This design comes from an exercise in tuning for small area, a short achievable clock period and few clock cycles on the open sky130 flow, not from production work. Function was checked by simulation only, so behaviour that the tests miss may differ from the original.

[design/flow/config.mk]
export PLATFORM = sky130hd
export DESIGN_NAME = schlappi_resampler
export DESIGN_NICKNAME = schlappi_resampler
export VERILOG_FILES = /design/flow/design.v
export SDC_FILE = /design/flow/constraint.sdc
export NUM_CORES = 4
export LEC_CHECK = 0
export CAP_MARGIN = 20
export CORE_MARGIN = 2
export CORE_UTILIZATION = 40
export SLEW_MARGIN = 20
[design/flow/constraint.sdc]
create_clock -name core_clock -period 40.0 [get_ports {clk}]
set_input_delay 8.0000 -clock core_clock [delete_from_list [all_inputs] [get_ports {clk}]]
set_output_delay 8.0000 -clock core_clock [all_outputs]
set_load 0.01 [all_outputs]
[design/flow/design.v]
module rs_round_pack (
    input  wire               sign,
    input  wire signed [11:0] exp,
    input  wire        [47:0] man,
    input  wire               sticky_in,
    output reg         [31:0] y
);
    reg  [11:0] sh;
    reg  [95:0] wide;
    reg  [47:0] shifted;
    reg         sticky;
    reg  [23:0] mant;
    reg         guard;
    reg  [24:0] mr;
    reg  [11:0] e_out;
    always @* begin
        if (exp >= 12'sd1) begin
            sh = 12'd0;
        end else if (exp < -12'sd60) begin
            sh = 12'd61;
        end else begin
            sh = 12'd1 - exp;
        end
        wide    = {man, 48'd0} >> sh;
        shifted = wide[95:48];
        sticky  = (|wide[47:0]) | sticky_in | (|shifted[22:0]);
        mant    = shifted[47:24];
        guard   = shifted[23];
        mr      = {1'b0, mant} + {24'd0, guard & (sticky | mant[0])};
        if (exp >= 12'sd1)
            e_out = exp + {11'd0, mr[24]};
        else
            e_out = {11'd0, mr[23]};
        if (e_out >= 12'd255 && exp >= 12'sd1)
            y = {sign, 8'hff, 23'd0};
        else
            y = {sign, e_out[7:0], mr[22:0]};
    end
endmodule
module rs_fp_mul (
    input  wire [31:0] a,
    input  wire [31:0] b,
    output reg  [31:0] y
);
    wire       sa = a[31];
    wire       sb = b[31];
    wire [7:0] ea = a[30:23];
    wire [7:0] eb = b[30:23];
    wire [22:0] fa = a[22:0];
    wire [22:0] fb = b[22:0];
    wire a_nan  = (ea == 8'hff) && (fa != 23'd0);
    wire b_nan  = (eb == 8'hff) && (fb != 23'd0);
    wire a_inf  = (ea == 8'hff) && (fa == 23'd0);
    wire b_inf  = (eb == 8'hff) && (fb == 23'd0);
    wire a_zero = (ea == 8'h00) && (fa == 23'd0);
    wire b_zero = (eb == 8'h00) && (fb == 23'd0);
    wire s      = sa ^ sb;
    wire [23:0] ma = {ea != 8'h00, fa};
    wire [23:0] mb = {eb != 8'h00, fb};
    wire [11:0] xa = (ea == 8'h00) ? 12'd1 : {4'd0, ea};
    wire [11:0] xb = (eb == 8'h00) ? 12'd1 : {4'd0, eb};
    wire [47:0] p = ma * mb;
    reg [5:0] lz;
    integer i;
    always @* begin
        lz = 6'd48;
        for (i = 0; i < 48; i = i + 1)
            if (p[i]) lz = 6'd47 - i[5:0];
    end
    wire [47:0]        pn = p << lz;
    wire signed [11:0] er = $signed(xa + xb) - 12'sd126 - $signed({6'd0, lz});
    wire [31:0] rounded;
    rs_round_pack u_rp (
        .sign(s), .exp(er), .man(pn), .sticky_in(1'b0), .y(rounded)
    );
    always @* begin
        if (a_nan || b_nan || (a_inf && b_zero) || (b_inf && a_zero))
            y = 32'h7fc00000;
        else if (a_inf || b_inf)
            y = {s, 8'hff, 23'd0};
        else if (a_zero || b_zero)
            y = {s, 31'd0};
        else
            y = rounded;
    end
endmodule
module rs_fp_add (
    input  wire [31:0] a,
    input  wire [31:0] b,
    output reg  [31:0] y
);
    wire a_nan = (a[30:23] == 8'hff) && (a[22:0] != 23'd0);
    wire b_nan = (b[30:23] == 8'hff) && (b[22:0] != 23'd0);
    wire a_inf = (a[30:23] == 8'hff) && (a[22:0] == 23'd0);
    wire b_inf = (b[30:23] == 8'hff) && (b[22:0] == 23'd0);
    wire        swap = b[30:0] > a[30:0];
    wire [31:0] big  = swap ? b : a;
    wire [31:0] sml  = swap ? a : b;
    wire        sg = big[31];
    wire        ss = sml[31];
    wire [23:0] mg = {big[30:23] != 8'h00, big[22:0]};
    wire [23:0] ms = {sml[30:23] != 8'h00, sml[22:0]};
    wire [7:0]  xg = (big[30:23] == 8'h00) ? 8'd1 : big[30:23];
    wire [7:0]  xs = (sml[30:23] == 8'h00) ? 8'd1 : sml[30:23];
    wire [7:0]  d  = xg - xs;
    wire [49:0]  lg   = {mg, 26'd0};
    wire [99:0]  al   = {ms, 26'd0, 50'd0} >> ((d > 8'd50) ? 8'd51 : d);
    wire [49:0]  ls   = al[99:50] | {49'd0, |al[49:0]};
    wire [50:0]  sum  = (sg == ss) ? ({1'b0, lg} + {1'b0, ls})
                                   : ({1'b0, lg} - {1'b0, ls});
    reg [5:0] lz;
    integer i;
    always @* begin
        lz = 6'd51;
        for (i = 0; i < 51; i = i + 1)
            if (sum[i]) lz = 6'd50 - i[5:0];
    end
    wire [50:0]        sn = sum << lz;
    wire signed [11:0] er = $signed({4'd0, xg}) + 12'sd1 - $signed({6'd0, lz});
    wire [31:0] rounded;
    rs_round_pack u_rp (
        .sign(sg), .exp(er), .man(sn[50:3]), .sticky_in(|sn[2:0]), .y(rounded)
    );
    always @* begin
        if (a_nan || b_nan || (a_inf && b_inf && (a[31] != b[31])))
            y = 32'h7fc00000;
        else if (a_inf)
            y = a;
        else if (b_inf)
            y = b;
        else if (sum == 51'd0)
            y = {(sg == ss) ? sg : 1'b0, 31'd0};
        else
            y = rounded;
    end
endmodule
module rs_san (
    input  wire [31:0] a,
    output wire [31:0] y
);
    localparam [30:0] VLIM = 31'h47800000;
    wire is_nan = (a[30:23] == 8'hff) && (a[22:0] != 23'd0);
    assign y = is_nan           ? 32'h00000000 :
               (a[30:0] > VLIM) ? {a[31], VLIM} :
                                  a;
endmodule
module rs_kernel_rom (
    input  wire [4:0]  k_idx,
    input  wire [2:0]  g_idx,
    output reg  [31:0] k_val,
    output reg  [31:0] gu_val,
    output wire [31:0] gd_val
);
    assign gd_val = 32'h3dfcc9da;
    always @* begin
        case (k_idx)
            5'd0: k_val = 32'hb8a1d50d;
            5'd1: k_val = 32'hbb09aae6;
            5'd2: k_val = 32'hbc17b5c6;
            5'd3: k_val = 32'hbcb9c47e;
            5'd4: k_val = 32'hbd229d6a;
            5'd5: k_val = 32'hbd5a4d38;
            5'd6: k_val = 32'hbd5874bc;
            5'd7: k_val = 32'hbcd7ee5b;
            5'd8: k_val = 32'h3d14f45b;
            5'd9: k_val = 32'h3e0fc99c;
            5'd10: k_val = 32'h3e91022f;
            5'd11: k_val = 32'h3ee8381c;
            5'd12: k_val = 32'h3f21f1e5;
            5'd13: k_val = 32'h3f4c0356;
            5'd14: k_val = 32'h3f6c407f;
            5'd15: k_val = 32'h3f7dbeef;
            5'd16: k_val = 32'h3f7dbeef;
            5'd17: k_val = 32'h3f6c407f;
            5'd18: k_val = 32'h3f4c0356;
            5'd19: k_val = 32'h3f21f1e5;
            5'd20: k_val = 32'h3ee8381c;
            5'd21: k_val = 32'h3e91022f;
            5'd22: k_val = 32'h3e0fc99c;
            5'd23: k_val = 32'h3d14f45b;
            5'd24: k_val = 32'hbcd7ee5b;
            5'd25: k_val = 32'hbd5874bc;
            5'd26: k_val = 32'hbd5a4d38;
            5'd27: k_val = 32'hbd229d6a;
            5'd28: k_val = 32'hbcb9c47e;
            5'd29: k_val = 32'hbc17b5c6;
            5'd30: k_val = 32'hbb09aae6;
            5'd31: k_val = 32'hb8a1d50d;
            default: k_val = 32'h00000000;
        endcase
    end
    always @* begin
        case (g_idx)
            3'd0: gu_val = 32'h3f7fb661;
            3'd1: gu_val = 32'h3f7de293;
            3'd2: gu_val = 32'h3f7b932b;
            3'd3: gu_val = 32'h3f7a0e33;
            3'd4: gu_val = 32'h3f7a0e35;
            3'd5: gu_val = 32'h3f7b932b;
            3'd6: gu_val = 32'h3f7de293;
            3'd7: gu_val = 32'h3f7fb661;
            default: gu_val = 32'h00000000;
        endcase
    end
endmodule
module schlappi_resampler (
    input  wire         clk,
    input  wire         rst,
    input  wire         cmd_valid,
    output wire         cmd_ready,
    input  wire [31:0]  cmd,
    input  wire [255:0] din,
    output reg          done,
    output wire [255:0] dout,
    output reg          ill
);
    localparam N       = 8;
    localparam Q       = 4;
    localparam NUM_UPS = 2;
    localparam [1:0] S_IDLE = 2'd0,
                     S_MAC  = 2'd1,
                     S_GAIN = 2'd2;
    wire [7:0]  op   = cmd[31:24];
    wire [3:0]  fn   = cmd[23:20];
    wire [3:0]  inst = cmd[19:16];
    wire [15:0] imm  = cmd[15:0];
    wire c_nop = (cmd == 32'h00000000);
    wire c_rst = (cmd == 32'h01000000);
    wire c_ups = (op == 8'h10) && (fn == 4'd0) && (inst < NUM_UPS) && (imm == 16'd0);
    wire c_dec = (op == 8'h11) && (fn == 4'd0) && (inst == 4'd0) && (imm == 16'd0);
    reg [1:0]  state;
    reg        mode_dec;      
    reg        ups_inst;
    reg [2:0]  phase;         
    reg [4:0]  tap;           
    reg [31:0] acc;
    reg [31:0] h   [0:NUM_UPS-1][0:Q-1];    
    reg [31:0] z   [0:N*Q-1];               
    reg [31:0] dreg[0:N-1];                 
    assign cmd_ready = (state == S_IDLE);
    wire accept = cmd_valid && cmd_ready;
    genvar g;
    generate
        for (g = 0; g < N; g = g + 1) begin : g_dout
            assign dout[32*g +: 32] = dreg[g];
        end
    endgenerate
    wire [31:0] s_in [0:N-1];
    generate
        for (g = 0; g < N; g = g + 1) begin : g_san
            rs_san u_san (.a(din[32*g +: 32]), .y(s_in[g]));
        end
    endgenerate
    wire [31:0] k_val, gu_val, gd_val;
    wire [4:0]  k_idx = mode_dec ? tap : {tap[1:0], phase};
    rs_kernel_rom u_rom (
        .k_idx(k_idx), .g_idx(phase),
        .k_val(k_val), .gu_val(gu_val), .gd_val(gd_val)
    );
    wire [31:0] x_val = mode_dec ? z[tap] : h[ups_inst][tap[1:0]];
    wire [31:0] mul_a = (state == S_GAIN) ? (mode_dec ? gd_val : gu_val) : k_val;
    wire [31:0] mul_b = (state == S_GAIN) ? acc : x_val;
    wire [31:0] prod;
    wire [31:0] sum;
    wire [31:0] prod_san;
    rs_fp_mul u_mul (.a(mul_a), .b(mul_b), .y(prod));
    rs_fp_add u_add (.a(acc), .b(prod), .y(sum));
    rs_san    u_osan (.a(prod), .y(prod_san));
    wire mac_last = mode_dec ? (tap == 5'd31) : (tap[1:0] == 2'd3);
    integer u, j;
    always @(posedge clk) begin
        if (rst || (accept && c_rst)) begin
            state    <= S_IDLE;
            mode_dec <= 1'b0;
            ups_inst <= 1'b0;
            phase    <= 3'd0;
            tap      <= 5'd0;
            acc      <= 32'd0;
            ill      <= 1'b0;
            done     <= !rst;
            for (u = 0; u < NUM_UPS; u = u + 1)
                for (j = 0; j < Q; j = j + 1)
                    h[u][j] <= 32'd0;
            for (j = 0; j < N*Q; j = j + 1)
                z[j] <= 32'd0;
            for (j = 0; j < N; j = j + 1)
                dreg[j] <= 32'd0;
        end else begin
            done <= 1'b0;
            case (state)
                S_IDLE: begin
                    if (accept) begin
                        phase <= 3'd0;
                        tap   <= 5'd0;
                        acc   <= 32'd0;
                        if (c_ups) begin
                            mode_dec <= 1'b0;
                            ups_inst <= inst[0];
                            h[inst[0]][0] <= s_in[0];
                            for (j = 1; j < Q; j = j + 1)
                                h[inst[0]][j] <= h[inst[0]][j-1];
                            state <= S_MAC;
                        end else if (c_dec) begin
                            mode_dec <= 1'b1;
                            for (j = 0; j < N; j = j + 1)
                                z[j] <= s_in[N-1-j];
                            for (j = N; j < N*Q; j = j + 1)
                                z[j] <= z[j-N];
                            state <= S_MAC;
                        end else begin
                            if (!c_nop)
                                ill <= 1'b1;
                            done <= 1'b1;
                        end
                    end
                end
                S_MAC: begin
                    acc <= sum;
                    tap <= tap + 5'd1;
                    if (mac_last)
                        state <= S_GAIN;
                end
                S_GAIN: begin
                    acc <= 32'd0;
                    tap <= 5'd0;
                    if (mode_dec) begin
                        dreg[0] <= prod_san;
                        done    <= 1'b1;
                        state   <= S_IDLE;
                    end else begin
                        dreg[phase] <= prod_san;
                        phase       <= phase + 3'd1;
                        if (phase == 3'd7) begin
                            done  <= 1'b1;
                            state <= S_IDLE;
                        end else begin
                            state <= S_MAC;
                        end
                    end
                end
                default: state <= S_IDLE;
            endcase
        end
    end
endmodule
[design/flow/run.sh]
#!/bin/bash
# synth_recipe.tcl (not shown) runs the flow's synth.tcl, then flattens the netlist and writes it again
# the make line also repeats each setting of config.mk as NAME=value (left out here)
make -C /OpenROAD-flow-scripts/flow DESIGN_CONFIG=/design/flow/config.mk WORK_HOME=/design/flow/orfs CLKGATE_MAP_FILE= SYNTH_SCRIPT=/design/flow/synth_recipe.tcl finish
==> results.txt <==
outcome=no timing/DRC/antenna violations; crit end category=flip-flop; total number of vias=131,635; Reg area=37,100 um^2; leading post-synthesis cells by cell area=dfxtp_1 18%, edfxtp_1 13%, nand2_1 9.4%, fa_1 8.2%, a21oi_1 6.1%; EDFF count, synth=512; Crit path top cell by count=buf_4; GRT overflow=0; critical path peak fanout=16; vias in the first global route=123,592; HP Class=reg2reg; max_slew headroom=12.3%; P&R area growth vs syn=24.6%; residual DRC count=0; multi-input logic area=77,800 um^2; I/O pin cnt=550; fin nets=17,809; period utilization=95.7%; Worst EP arrival=39,040 ps; HPWL after DPL=526,000 um; pin count of the biggest net entering global routing=205; GRT Total Usage=42.7%; first-pass GRT wire length=938,000 um; startpoint types=flip-flop; final core utilization=50.0%; CTS H-tree lvls=4; main flop type after synthesis=dfxtp_1; via/cell ratio=6.32; Mean Syn Cell Area=7.96 um^2; Synth Register Bits=1,594; kind of critical path=reg2reg; post-synth cell types=139; fillers=29,643; f_max=26.1 MHz; Synth Area in XOR/XNOR=1.31%; worst slack at placement=-15.9 ps; die area=304,000 um^2; RePlAce Congestion=1.07; drt pass-1 iters=7; Compound-Gate Fraction of Synth Area=24.0%; Syn. warnings=7; final wirelength=674,000 um; slowest stage delay, CP=790 ps; Slew Viols, Final=0; post-route ant nets=0; final setup vio count=0; mux cell area share after synthesis=3.37%; I/O Buffers=549; Yosys top cell by area=dfxtp_1; Seq/Total Area, Yosys=30.9%; CTS buffer count=179; core area=299,000 um^2; maxcap violations=0; worst endpoint required time=40,740 ps; Syn Nets=16,161; Root Driver=clkbuf_16; Die Wd=552 um; antenna violations before repair=61; CTS Sinks=1,594; Worst Tran Pin Value=1310 ps; Final Hold Vio Count=0; Clock Skews=99.8 ps; chip height=552 um; post-synthesis async set-or-reset flop share=0%; adder-cell share of the synthesized area=11.5%; clk latency of the worst-skew pair=930 ps; CTS tree=yes; 1st-iter DRT viols=17,182; final setup margin=1700 ps; clk slew on worst S/H paths=60 ps; layout cell share with drive strength beyond 1=17.3%; Mapped Area=120,000 um^2; FP Rows=201; placed cells=20,436; main combinational cell family by area after synthesis=compound AO/OA/AOI/OAI gates; wire per inst=32.4 um; min Tclk post-route=38,300 ps; Post-Layout Cell Count=20,837; area share of the largest cell type after synthesis=18.1%; Initial Util=40.1%; clk buf depth=4; area share of and/or/nand/nor cells after synthesis=23.4%; Slowest cell on crit path=a222oi_1; Mapped Cells=15,062
## synthesized netlist by cell type, types with 139 or more instances
library cell	instances
nor4_1	149
o211ai_1	169
nand2_1	2990
nand3_1	286
and2_1	360
nand4_1	172
a22oi_1	419
fa_1	489
nor2_1	1300
nor3_1	321
a21oi_1	1452
a211oi_1	139
clkbuf_1	869
mux2i_1	188
ha_1	319
o21ai_0	482
dfxtp_1	1082
inv_1	560
edfxtp_1	512
## registers in the layout, indices dropped and copies added, names as in the netlist
signal,flops
mode_dec,1
ups_inst,1
z,1024
dreg,256
phase,3
done,1
acc,32
gu_val,12
tap,5
state,2
h,256
ill,1
## layout by cell type (no fill, tap or decap), drive strengths merged, types with 172 or more instances in the layout
master and count:
clkbuf 247, clkdlybuf4s50 549, a22oi 420, buf 2026
o21ai 567, a21oi 1460, dfxtp 1082, and2 364
edfxtp 512, nor2 1307, nand3 288, inv 576
fa 489, o211ai 172, nor3 324, nand2 2991
ha 319, nand4 175, mux2i 189
## cells by family (layout without fill, tap and decap cells)
kind of cell,Yosys count,after routing
AOI/OAI and AO/OA,4276,4276
adders and majority gates,808,808
muxes,307,307
and+or+nand+nor,6217,6217
buffers and inverters,1683,3472
DFF,1594,1594
xor gates and xnor gates,177,177
other,0,28
## final cells by class
class	count	area share (%)
multi-input combinational	11785	52.1
tap	3958	3.32
sequential	1594	24.8
antenna	28	0.0469
clock buffer	243	3.36
timing repair buffer	2579	14.3
inverter	571	1.44
clock inverter	79	0.632
## final timing paths
check,from,end,slack [ps],cells past startpoint
worst min register to register,z[16][5]$_SDFFE_PP0P_,z[24][5]$_SDFFE_PP0P_,410,2
worst max register to register,tap[3]$_SDFFE_PP0P_,acc[19]$_SDFFE_PP0P_,1700,197
worst max-delay path,tap[3]$_SDFFE_PP0P_,acc[19]$_SDFFE_PP0P_,1700,197
worst min-delay path,z[16][5]$_SDFFE_PP0P_,z[24][5]$_SDFFE_PP0P_,410,2
## critical path: cells and delay by family, from the launching register on
family	cells	cell delay [ps]
xor gates and xnor gates	4	690
buffers and inverters	31	4930
AOI/OAI and AO/OA	73	13840
adders and majority gates	22	7380
muxes	3	770
and+or+nand+nor	64	9880
DFF	1	550
## layer usage
layer / track usage, % / up-vias / wire length, um
li1: - / 57570 / -
met1: 52.6 / 64660 / 258000
met2: 66.7 / 7518 / 298000
met3: 9.34 / 1843 / 60800
met4: 29.6 / 44 / 56900
met5: 0.407 / - / 447
## per-stage QoR
step | instance area (um^2) | setup TNS, ps | hold slack (ps)
after floorplan | 120000 | 0 | 433
after detailed placement | 142000 | -15.9 | 447
after global routing | 149000 | -2340 | 418
final | 149000 | 0 | 405
after CTS | 148000 | 0 | 403
after global placement | 142000 | 0 | 441
## timing repair
action / in CTS / in global routing
endpoints found under the hold margin: 0 / 0
resized for setup: 1 / 204
pin swaps: 0 / 70
cloned: 0 / 1
hold buffers: 0 / 0
endpoints found under the setup margin: 20 / 31
buffers inserted: 0 / 43
Testbench counts, summed over its fixed seeds: cycles 59,400.

[separate check: timing with driven ports]
How much do the figures lean on ideal ports? The routed layout below was timed once more, with nothing changed but the port constraints. Step 1, drivers: a clkbuf_16 drives clk and a buf_2 each remaining input, both assumed. Step 2 moves the port delays by t, midway between the first and last clock arrival at a register: inputs arrive t later, outputs are due t later. That takes back most of the time a late clock gives input paths. Three values: no drivers, after step 1, after step 2; two values: the first two.
t (ns): 0.986
setup slack, ns: 1.701 / 1.701 / 1.701
hold WS [ns]: 0.405 / 0.405 / 0.405
worst setup path at the end: register to register
cell pins on the clock port's net: 1
After both steps setup and hold are still met in this run. For this run, drivers alone change the setup slack by 0.000 ns; drivers and shift together by 0.000 ns.
